This design comes from an exercise in tuning for small area, a short achievable clock period and few clock cycles per item on the open sky130 flow, not from production work.
RTL that was checked went through simulation tests only; none was proved equivalent to the original.
Power figures rest on the tool's default switching activity, not on a simulated workload.

==> fjord <==
## therm_conv
module therm_conv (
    input  wire        clk,
    input  wire        rst,
    input  wire        in_valid,
    output wire        in_ready,
    input  wire [4:0]  in_chan,
    input  wire [15:0] in_rail,
    input  wire [15:0] in_v,
    input  wire [15:0] in_range,
    output wire        out_valid,
    input  wire        out_ready,
    output wire        out_ok,
    output wire [7:0]  out_temp
);
    reg        a_v, a_cls, a_nok, a_vok, a_e;
    reg [15:0] a_rail, a_d;
    reg        rdy;
    wire       acc = in_valid & rdy;
    always @(posedge clk) begin
        a_v    <= acc & ~rst;
        a_cls  <= (in_chan > 5'd2);
        a_nok  <= (in_range <= 16'd1500);
        a_vok  <= (in_v >= 16'd3000);
        a_e    <= ({2'd0, in_rail} >= {in_v, 2'd0});
        a_rail <= in_rail;
        a_d    <= in_v;
    end
    wire [16:0] b_df  = {1'b0, a_rail} - {1'b0, a_d};
    wire        b_okn = a_nok & a_vok & ~b_df[16] & (b_df[15:0] >= 16'd3000);
    reg        b_v, b_cls, b_ok, b_e;
    reg [20:0] b_r25;
    reg [15:0] b_d;
    always @(posedge clk) begin
        b_v   <= a_v & ~rst;
        b_cls <= a_cls;
        b_ok  <= b_okn;
        b_r25 <= {1'b0, a_rail, 4'd0} + {2'b0, a_rail, 3'd0} + {5'd0, a_rail};
        b_e   <= a_e;
        b_d   <= a_d;
    end
    wire [25:0] c_mm = {b_r25, 4'd0} + {1'b0, b_r25, 3'd0} + {5'd0, b_r25};
    reg        c_v, c_cls, c_ok, c_e;
    reg [27:0] c_m;            
    reg [15:0] c_d;
    always @(posedge clk) begin
        c_v   <= b_v & ~rst;
  ...
export LEC_CHECK = 0
export CAP_MARGIN = 20
export CORE_MARGIN = 2
export CORE_UTILIZATION = 65
export SLEW_MARGIN = 20
export SYNTH_MEMORY_MAX_BITS = 16384
create_clock -name core_clock -period 10.0 [get_ports {clk}]
standard.sh (not shown) runs the stock make flow with config.mk's settings and CLKGATE_MAP_FILE= SYNTH_SCRIPT=/design/flow/synth_recipe.tcl, a recipe that flattens the netlist after the stock synthesis.
==> flow/flow/run.sh <==
#!/bin/bash
# Layout flow: the standard flow (standard.sh), with timing repair aiming
# below the clock period (a larger setup-slack margin), so that the achieved
# period shrinks.  Each tool's full output is in the ORFS logs under orfs/logs;
# make's own output goes to flow_make.log.
set -euo pipefail
export SETUP_SLACK_MARGIN=6.6
bash ./standard.sh finish > flow_make.log 2>&1
==> indigo (differences from fjord) <==
- CTS_BUF_LIST: not set -> sky130_fd_sc_hd__clkbuf_8
- CTS_CLUSTER_DIAMETER: not set -> 35
- CTS_CLUSTER_SIZE: not set -> 12
==> comparison <==
In indigo the clock skew is higher than in fjord, by 0.020 ns. Die area is the same in fjord and indigo. Against indigo, the count of clock-buffer cells in the layout of fjord is lower by 13. In indigo the design area is smaller than in fjord, by 0.95%. In indigo the setup slack is lower than in fjord, by 0.026 ns. Power: indigo is lower than fjord (about 3%). In synthesized cell count, fjord and indigo do not differ. Of indigo and fjord, fjord has the higher hold slack (gap 0.015 ns).
==> figures <==
Total of cells resized after clock tree synthesis: indigo 60; fjord 57
Slowest cell on crit path: indigo sky130_fd_sc_hd__edfxtp_1; fjord sky130_fd_sc_hd__dfxtp_4
Met1 wire length: indigo 53200 µm; fjord 54200 µm
Largest fanout on the critical path: indigo 1; fjord 9
Post-route insts no fill: indigo 7365; fjord 7275
Clock-net power: indigo 4.81 mW; fjord 5.56 mW
Worst IR Drop VDD: indigo 0.305 mV; fjord 0.302 mV
Type of element capturing the critical path: indigo output port; fjord flip-flop
Power share of the sequential group: indigo 31.1%; fjord 30.2%
Delay of the slowest critical-path stage: indigo 0.39 ns; fjord 0.37 ns
Outcome: indigo timing/DRC/antenna clean; fjord timing/DRC/antenna clean
Worst Skew: indigo 0.0562 ns; fjord 0.0357 ns
Sequential cell area share: indigo 45.2%; fjord 44.8%
Share of the clock period used by the worst path: indigo 34.1%; fjord 33.8%
Signal buffers share of area: indigo 1.63%; fjord 1.53%
Iteration count of the initial detailed-routing pass: indigo 7; fjord 6
Total via count in the routed design: indigo 42.4k; fjord 42.5k
Testbench counts of fjord, summed over its fixed seeds: cycles 1,816, items 1,600.
Testbench counts of indigo, summed over its fixed seeds: cycles 1,816, items 1,600.

* * *

==> run a <==
Another version of the RTL of therm_conv (not shown whole).
==> flow/config.mk <==
export PLATFORM = sky130hd
export DESIGN_NAME = therm_conv
export DESIGN_NICKNAME = therm_conv
export VERILOG_FILES = /design/flow/design.v
export SDC_FILE = /design/flow/constraint.sdc
export NUM_CORES = 4
export LEC_CHECK = 0
export CAP_MARGIN = 20
export CORE_MARGIN = 2
export CORE_UTILIZATION = 65
export CTS_BUF_LIST = sky130_fd_sc_hd__clkbuf_16
export CTS_CLUSTER_DIAMETER = 60
export CTS_CLUSTER_SIZE = 24
export SLEW_MARGIN = 20
export SYNTH_MEMORY_MAX_BITS = 16384
==> flow/constraint.sdc <==
create_clock -name core_clock -period 10.0 [get_ports {clk}]
set_input_delay 2.0000 -clock core_clock [delete_from_list [all_inputs] [get_ports {clk}]]
set_output_delay 2.0000 -clock core_clock [all_outputs]
set_load 0.01 [all_outputs]
==> flow/flow/run.sh <==
#!/bin/bash
# Layout flow: the standard flow (standard.sh), with timing repair aiming
# below the clock period (a larger setup-slack margin), so that the achieved
# period shrinks.  Each tool's full output is in the ORFS logs under orfs/logs;
# make's own output goes to flow_make.log.
set -euo pipefail
export SETUP_SLACK_MARGIN=6.65
bash ./standard.sh finish > flow_make.log 2>&1
==> run b: changes against run a <==
--- a/flow/design.v
+++ b/flow/design.v
@@ -7,27 +7,19 @@
     assign th = (a[2] ? (a[1] ? (a[0] ? 18'd11270 : 18'd25103) : 18'd229376) : (a[1] ? (a[0] ? 18'd11737 : 18'd24186) : 18'd229376));
 endmodule
 module therm_rom_l3_2_1 (input wire cls, input wire [1:0] p, output wire [17:0] th);
     wire [2:0] a = {cls, p};
     assign th = (a[2] ? (a[1] ? (a[0] ? 18'd10501 : 18'd13872) : (a[0] ? 18'd97780 : 18'd229376)) : (a[1] ? (a[0] ? 18'd10790 : 18'd14472) : (a[0] ? 18'd73108 : 18'd229376)));
 endmodule
-module therm_rom_l4_2_00 (input wire cls, input wire [1:0] p, output wire [17:0] th);
-    wire [2:0] a = {cls, p};
-    assign th = (a[2] ? (a[1] ? (a[0] ? 18'd11646 : 18'd32278) : 18'd229376) : (a[1] ? (a[0] ? 18'd12165 : 18'd29726) : 18'd229376));
-endmodule
-module therm_rom_l4_2_01 (input wire cls, input wire [1:0] p, output wire [17:0] th);
-    wire [2:0] a = {cls, p};
-    assign th = (a[2] ? (a[1] ? (a[0] ? 18'd10991 : 18'd20455) : 18'd229376) : (a[1] ? (a[0] ? 18'd11408 : 18'd20384) : 18'd229376));
-endmodule
-module therm_rom_l4_2_10 (input wire cls, input wire [1:0] p, output wire [17:0] th);
-    wire [2:0] a = {cls, p};
-    assign th = (a[2] ? (a[1] ? (a[0] ? 18'd10623 : 18'd15301) : (a[0] ? 18'd154312 : 18'd229376)) : (a[1] ? (a[0] ? 18'd10950 : 18'd15838) : (a[0] ? 18'd106204 : 18'd229376)));
-endmodule
-module therm_rom_l4_2_11 (input wire cls, input wire [1:0] p, output wire [17:0] th);
-    wire [2:0] a = {cls, p};
-    assign th = (a[2] ? (a[1] ? (a[0] ? 18'd10240 : 18'd12871) : (a[0] ? 18'd65028 : 18'd229376)) : (a[1] ? (a[0] ? 18'd10662 : 18'd13470) : (a[0] ? 18'd52468 : 18'd229376)));
+module therm_rom_l4_3_0 (input wire cls, input wire [2:0] p, output wire [17:0] th);
+    wire [3:0] a = {cls, p};
+    assign th = (a[3] ? (a[2] ? (a[1] ? (a[0] ? 18'd10623 : 18'd11646) : (a[0] ? 18'd15301 : 18'd32278)) : (a[1] ? (a[0] ? 18'd154312 : 18'd229376) : 18'd229376)) : (a[2] ? (a[1] ? (a[0] ? 18'd10950 : 18'd12165) : (a[0] ? 18'd15838 : 18'd29726)) : (a[1] ? (a[0] ? 18'd106204 : 18'd229376) : 18'd229376)));
+endmodule
+module therm_rom_l4_3_1 (input wire cls, input wire [2:0] p, output wire [17:0] th);
+    wire [3:0] a = {cls, p};
+    assign th = (a[3] ? (a[2] ? (a[1] ? (a[0] ? 18'd10240 : 18'd10991) : (a[0] ? 18'd12871 : 18'd20455)) : (a[1] ? (a[0] ? 18'd65028 : 18'd229376) : 18'd229376)) : (a[2] ? (a[1] ? (a[0] ? 18'd10662 : 18'd11408) : (a[0] ? 18'd13470 : 18'd20384)) : (a[1] ? (a[0] ? 18'd52468 : 18'd229376) : 18'd229376)));
 endmodule
 module therm_rom_l5_4_0 (input wire cls, input wire [3:0] p, output wire [17:0] th);
     wire [4:0] a = {cls, p};
     assign th = (a[4] ? (a[3] ? (a[2] ? (a[1] ? (a[0] ? 18'd10240 : 18'd10697) : (a[0] ? 18'd11120 : 18'd11882)) : (a[1] ? (a[0] ? 18'd13328 : 18'd16241) : (a[0] ? 18'd22534 : 18'd37286))) : (a[2] ? (a[1] ? (a[0] ? 18'd79252 : 18'd197312) : 18'd229376) : 18'd229376)) : (a[3] ? (a[2] ? (a[1] ? (a[0] ? 18'd10722 : 18'd11045) : (a[0] ? 18'd11562 : 18'd12426)) : (a[1] ? (a[0] ? 18'd13933 : 18'd16704) : (a[0] ? 18'd22111 : 18'd33428))) : (a[2] ? (a[1] ? (a[0] ? 18'd61612 : 18'd130024) : 18'd229376) : 18'd229376)));
 endmodule
 module therm_rom_l5_4_1 (input wire cls, input wire [3:0] p, output wire [17:0] th);
@@ -220,69 +212,69 @@
     assign e0_b[0] = (e0_b[1] ? e0_le[2] : e0_le[1]);
     wire [17:0] e0_tn;
     therm_rom_l2 u_l2 (.cls(q_cls), .p(e0_b), .th(e0_tn));
     reg [17:0] f0_q, f0_t; reg [1:0] f0_p; reg f0_ok, f0_cls, f0_v;
     always @(posedge clk) begin f0_q <= q; f0_t <= e0_tn; f0_p <= e0_b; f0_ok <= q_ok; f0_cls <= q_cls; f0_v <= q_v & ~rst; end
     wire        e1_b = (f0_q <= f0_t);
-    wire [17:0] e1_u0, e1_u1;
-    therm_rom_l3_2_0 u_l3_0 (.cls(f0_cls), .p(f0_p), .th(e1_u0));
-    therm_rom_l3_2_1 u_l3_1 (.cls(f0_cls), .p(f0_p), .th(e1_u1));
-    wire        e1_c = e1_b ? (f0_q <= e1_u1) : (f0_q <= e1_u0);
     wire [17:0] e1_t0;
-    therm_rom_l4_2_00 u_l4_2_00 (.cls(f0_cls), .p(f0_p), .th(e1_t0));
+    therm_rom_l3_2_0 u_l3_2_0 (.cls(f0_cls), .p(f0_p), .th(e1_t0));
     wire [17:0] e1_t1;
-    therm_rom_l4_2_01 u_l4_2_01 (.cls(f0_cls), .p(f0_p), .th(e1_t1));
-    wire [17:0] e1_t2;
-    therm_rom_l4_2_10 u_l4_2_10 (.cls(f0_cls), .p(f0_p), .th(e1_t2));
-    wire [17:0] e1_t3;
-    therm_rom_l4_2_11 u_l4_2_11 (.cls(f0_cls), .p(f0_p), .th(e1_t3));
-    reg [17:0] f1_q, f1_t; reg [3:0] f1_p; reg f1_ok, f1_cls, f1_v;
-    always @(posedge clk) begin f1_q <= f0_q; f1_t <= e1_b ? (e1_c ? e1_t3 : e1_t2) : (e1_c ? e1_t1 : e1_t0); f1_p <= {f0_p, e1_b, e1_c}; f1_ok <= f0_ok; f1_cls <= f0_cls; f1_v <= f0_v & ~rst; end
+    therm_rom_l3_2_1 u_l3_2_1 (.cls(f0_cls), .p(f0_p), .th(e1_t1));
+    reg [17:0] f1_q, f1_t; reg [2:0] f1_p; reg f1_ok, f1_cls, f1_v;
+    always @(posedge clk) begin f1_q <= f0_q; f1_t <= e1_b ? e1_t1 : e1_t0; f1_p <= {f0_p, e1_b}; f1_ok <= f0_ok; f1_cls <= f0_cls; f1_v <= f0_v & ~rst; end
     wire        e2_b = (f1_q <= f1_t);
     wire [17:0] e2_t0;
-    therm_rom_l5_4_0 u_l5_4_0 (.cls(f1_cls), .p(f1_p), .th(e2_t0));
+    therm_rom_l4_3_0 u_l4_3_0 (.cls(f1_cls), .p(f1_p), .th(e2_t0));
     wire [17:0] e2_t1;
-    therm_rom_l5_4_1 u_l5_4_1 (.cls(f1_cls), .p(f1_p), .th(e2_t1));
-    reg [17:0] f2_q, f2_t; reg [4:0] f2_p; reg f2_ok, f2_cls, f2_v;
+    therm_rom_l4_3_1 u_l4_3_1 (.cls(f1_cls), .p(f1_p), .th(e2_t1));
+    reg [17:0] f2_q, f2_t; reg [3:0] f2_p; reg f2_ok, f2_cls, f2_v;
     always @(posedge clk) begin f2_q <= f1_q; f2_t <= e2_b ? e2_t1 : e2_t0; f2_p <= {f1_p, e2_b}; f2_ok <= f1_ok; f2_cls <= f1_cls; f2_v <= f1_v & ~rst; end
     wire        e3_b = (f2_q <= f2_t);
     wire [17:0] e3_t0;
-    therm_rom_l6_5_0 u_l6_5_0 (.cls(f2_cls), .p(f2_p), .th(e3_t0));
+    therm_rom_l5_4_0 u_l5_4_0 (.cls(f2_cls), .p(f2_p), .th(e3_t0));
     wire [17:0] e3_t1;
-    therm_rom_l6_5_1 u_l6_5_1 (.cls(f2_cls), .p(f2_p), .th(e3_t1));
-    reg [17:0] f3_q, f3_t; reg [5:0] f3_p; reg f3_ok, f3_cls, f3_v;
+    therm_rom_l5_4_1 u_l5_4_1 (.cls(f2_cls), .p(f2_p), .th(e3_t1));
+    reg [17:0] f3_q, f3_t; reg [4:0] f3_p; reg f3_ok, f3_cls, f3_v;
     always @(posedge clk) begin f3_q <= f2_q; f3_t <= e3_b ? e3_t1 : e3_t0; f3_p <= {f2_p, e3_b}; f3_ok <= f2_ok; f3_cls <= f2_cls; f3_v <= f2_v & ~rst; end
     wire        e4_b = (f3_q <= f3_t);
     wire [17:0] e4_t0;
-    therm_rom_l7_6_0 u_l7_6_0 (.cls(f3_cls), .p(f3_p), .th(e4_t0));
+    therm_rom_l6_5_0 u_l6_5_0 (.cls(f3_cls), .p(f3_p), .th(e4_t0));
     wire [17:0] e4_t1;
-    therm_rom_l7_6_1 u_l7_6_1 (.cls(f3_cls), .p(f3_p), .th(e4_t1));
-    reg [17:0] f4_q, f4_t; reg [6:0] f4_p; reg f4_ok, f4_cls, f4_v;
+    therm_rom_l6_5_1 u_l6_5_1 (.cls(f3_cls), .p(f3_p), .th(e4_t1));
+    reg [17:0] f4_q, f4_t; reg [5:0] f4_p; reg f4_ok, f4_cls, f4_v;
     always @(posedge clk) begin f4_q <= f3_q; f4_t <= e4_b ? e4_t1 : e4_t0; f4_p <= {f3_p, e4_b}; f4_ok <= f3_ok; f4_cls <= f3_cls; f4_v <= f3_v & ~rst; end
     wire        e5_b = (f4_q <= f4_t);
-    reg [7:0] f5_p; reg f5_ok, f5_v;
-    always @(posedge clk) begin f5_p <= {f4_p, e5_b}; f5_ok <= f4_ok; f5_v <= f4_v & ~rst; end
-    wire        e_v = f5_v;
-    wire [7:0]  e_d = f5_ok ? (f5_p ^ 8'h80) : 8'h80;
+    wire [17:0] e5_t0;
+    therm_rom_l7_6_0 u_l7_6_0 (.cls(f4_cls), .p(f4_p), .th(e5_t0));
+    wire [17:0] e5_t1;
+    therm_rom_l7_6_1 u_l7_6_1 (.cls(f4_cls), .p(f4_p), .th(e5_t1));
+    reg [17:0] f5_q, f5_t; reg [6:0] f5_p; reg f5_ok, f5_cls, f5_v;
+    always @(posedge clk) begin f5_q <= f4_q; f5_t <= e5_b ? e5_t1 : e5_t0; f5_p <= {f4_p, e5_b}; f5_ok <= f4_ok; f5_cls <= f4_cls; f5_v <= f4_v & ~rst; end
+    wire        e6_b = (f5_q <= f5_t);
+    wire [7:0] f6_p = {f5_p, e6_b};
+    wire       f6_ok = f5_ok, f6_v = f5_v;
+    wire        e_v = f6_v;
+    wire [7:0]  e_d = f6_ok ? (f6_p ^ 8'h80) : 8'h80;
     reg  [7:0]  mem [0:24];
     reg  [4:0]  wp, rp;
     reg         fne;       
     reg         ov;
     reg  [8:0]  od;
     reg  [4:0]  cnt;     
-    wire [7:0]  hd   = fne ? mem[rp] : e_d;
-    wire        hok  = (hd != 8'h80);
+    wire [7:0]  md   = mem[rp];
+    wire        mok  = (md != 8'h80);
+    wire [8:0]  hd   = fne ? {mok, mok ? md : 8'h00} : {f6_ok, f6_ok ? (f6_p ^ 8'h80) : 8'h00};
     wire        hv   = fne | e_v;
     wire        ld   = ~ov | out_ready;
     wire        pop  = ld & hv;
     wire        dlv  = ov & out_ready;
     wire [4:0]  wp1 = (wp == 5'd24) ? 5'd0 : wp + 1'b1;
     wire [4:0]  rp1 = (rp == 5'd24) ? 5'd0 : rp + 1'b1;
     always @(posedge clk) begin
         if (e_v) mem[wp] <= e_d;
-        if (ld) od <= {hok, hok ? hd : 8'h00};
+        if (ld) od <= hd;
         if (rst) begin
             wp <= 0; rp <= 0; fne <= 1'b0; ov <= 1'b0; cnt <= 0; rdy <= 1'b1;
         end else begin
             if (e_v) wp <= wp1;
             if (pop) rp <= rp1;
             if (e_v & ~pop) fne <= 1'b1;
==> qor summary <==
metric	run b	run a
FF-to-FF End	f5_t[3]$_DFF_P_	f1_t[1]$_DFF_P_
Fill count	6968	6659
Min-delay src	f0_ok$_DFF_P_	p13_e[0]$_DFF_P_
Placed cell area	63200 µm²	61900 µm²
Share of power burned in registers	30.6%	30.4%
Final wirelength	135000 µm	135000 µm
Area occupied by registers	29100 µm²	28600 µm²
Placed cell count	7077	6926
Data required, critical path	8.00 ns	10.56 ns
Setup ws final	6.71 ns	6.61 ns
Setup CP Type	reg -> out	reg -> reg
Worst slew pin tran	1.06 ns	0.964 ns
Run status	finished clean	finished clean
Mux share of post-synthesis cell area	4.24%	3.63%
Fraction of layout instances using a drive strength above 1	6.87%	8.63%
Adder-cell area share of the yosys netlist	12.9%	13.2%
DIE HEIGHT	311 µm	308 µm
Setup repair bufs after CTS	0	10
Timing endpoint of the critical path	out_ok	f1_t[1]$_DFF_P_
No functional check of the RTL was part of any run of this note.

==> re-timing with driven ports <==
The results above use ideal ports. As a check the final layouts listed here were re-extracted and re-timed, cells and wires unchanged. Step 1: set_driving_cell puts a clkbuf_16 on clk and a buf_2 on each other input, an assumption about the parent block. Step 2 adds t to the input delays and takes it off the output delays; t is the mean of the earliest and latest rising clock arrival at the registers after step 1. Input paths then give back, and output paths get back, about the clock's delay inside the block. Three values: ideal, step 1, step 2; two values: the first two.
run | t, ns | setup slack, ns | hold slack, ns | worst slew at a driven data input, ns | pins driven straight from the clock port
fjord | 0.810 | 6.617 / 6.582 / 5.975 | 0.315 / 0.315 / 0.315 | 0.04 | 1
indigo | 0.918 | 6.590 / 6.522 / 5.864 | 0.300 / 0.300 / 0.300 | 0.04 | 1
run a | 0.752 | 6.605 / 6.605 / 5.945 | 0.329 / 0.329 / 0.329 | 0.04 | 1
run b | 0.759 | 6.708 / 6.638 / 6.001 | 0.293 / 0.293 / 0.293 | 0.04 | 1
After both steps every run listed still meets setup and hold. For indigo, which loses most, drivers alone change the setup slack by -0.068 ns; drivers and shift together by -0.726 ns.
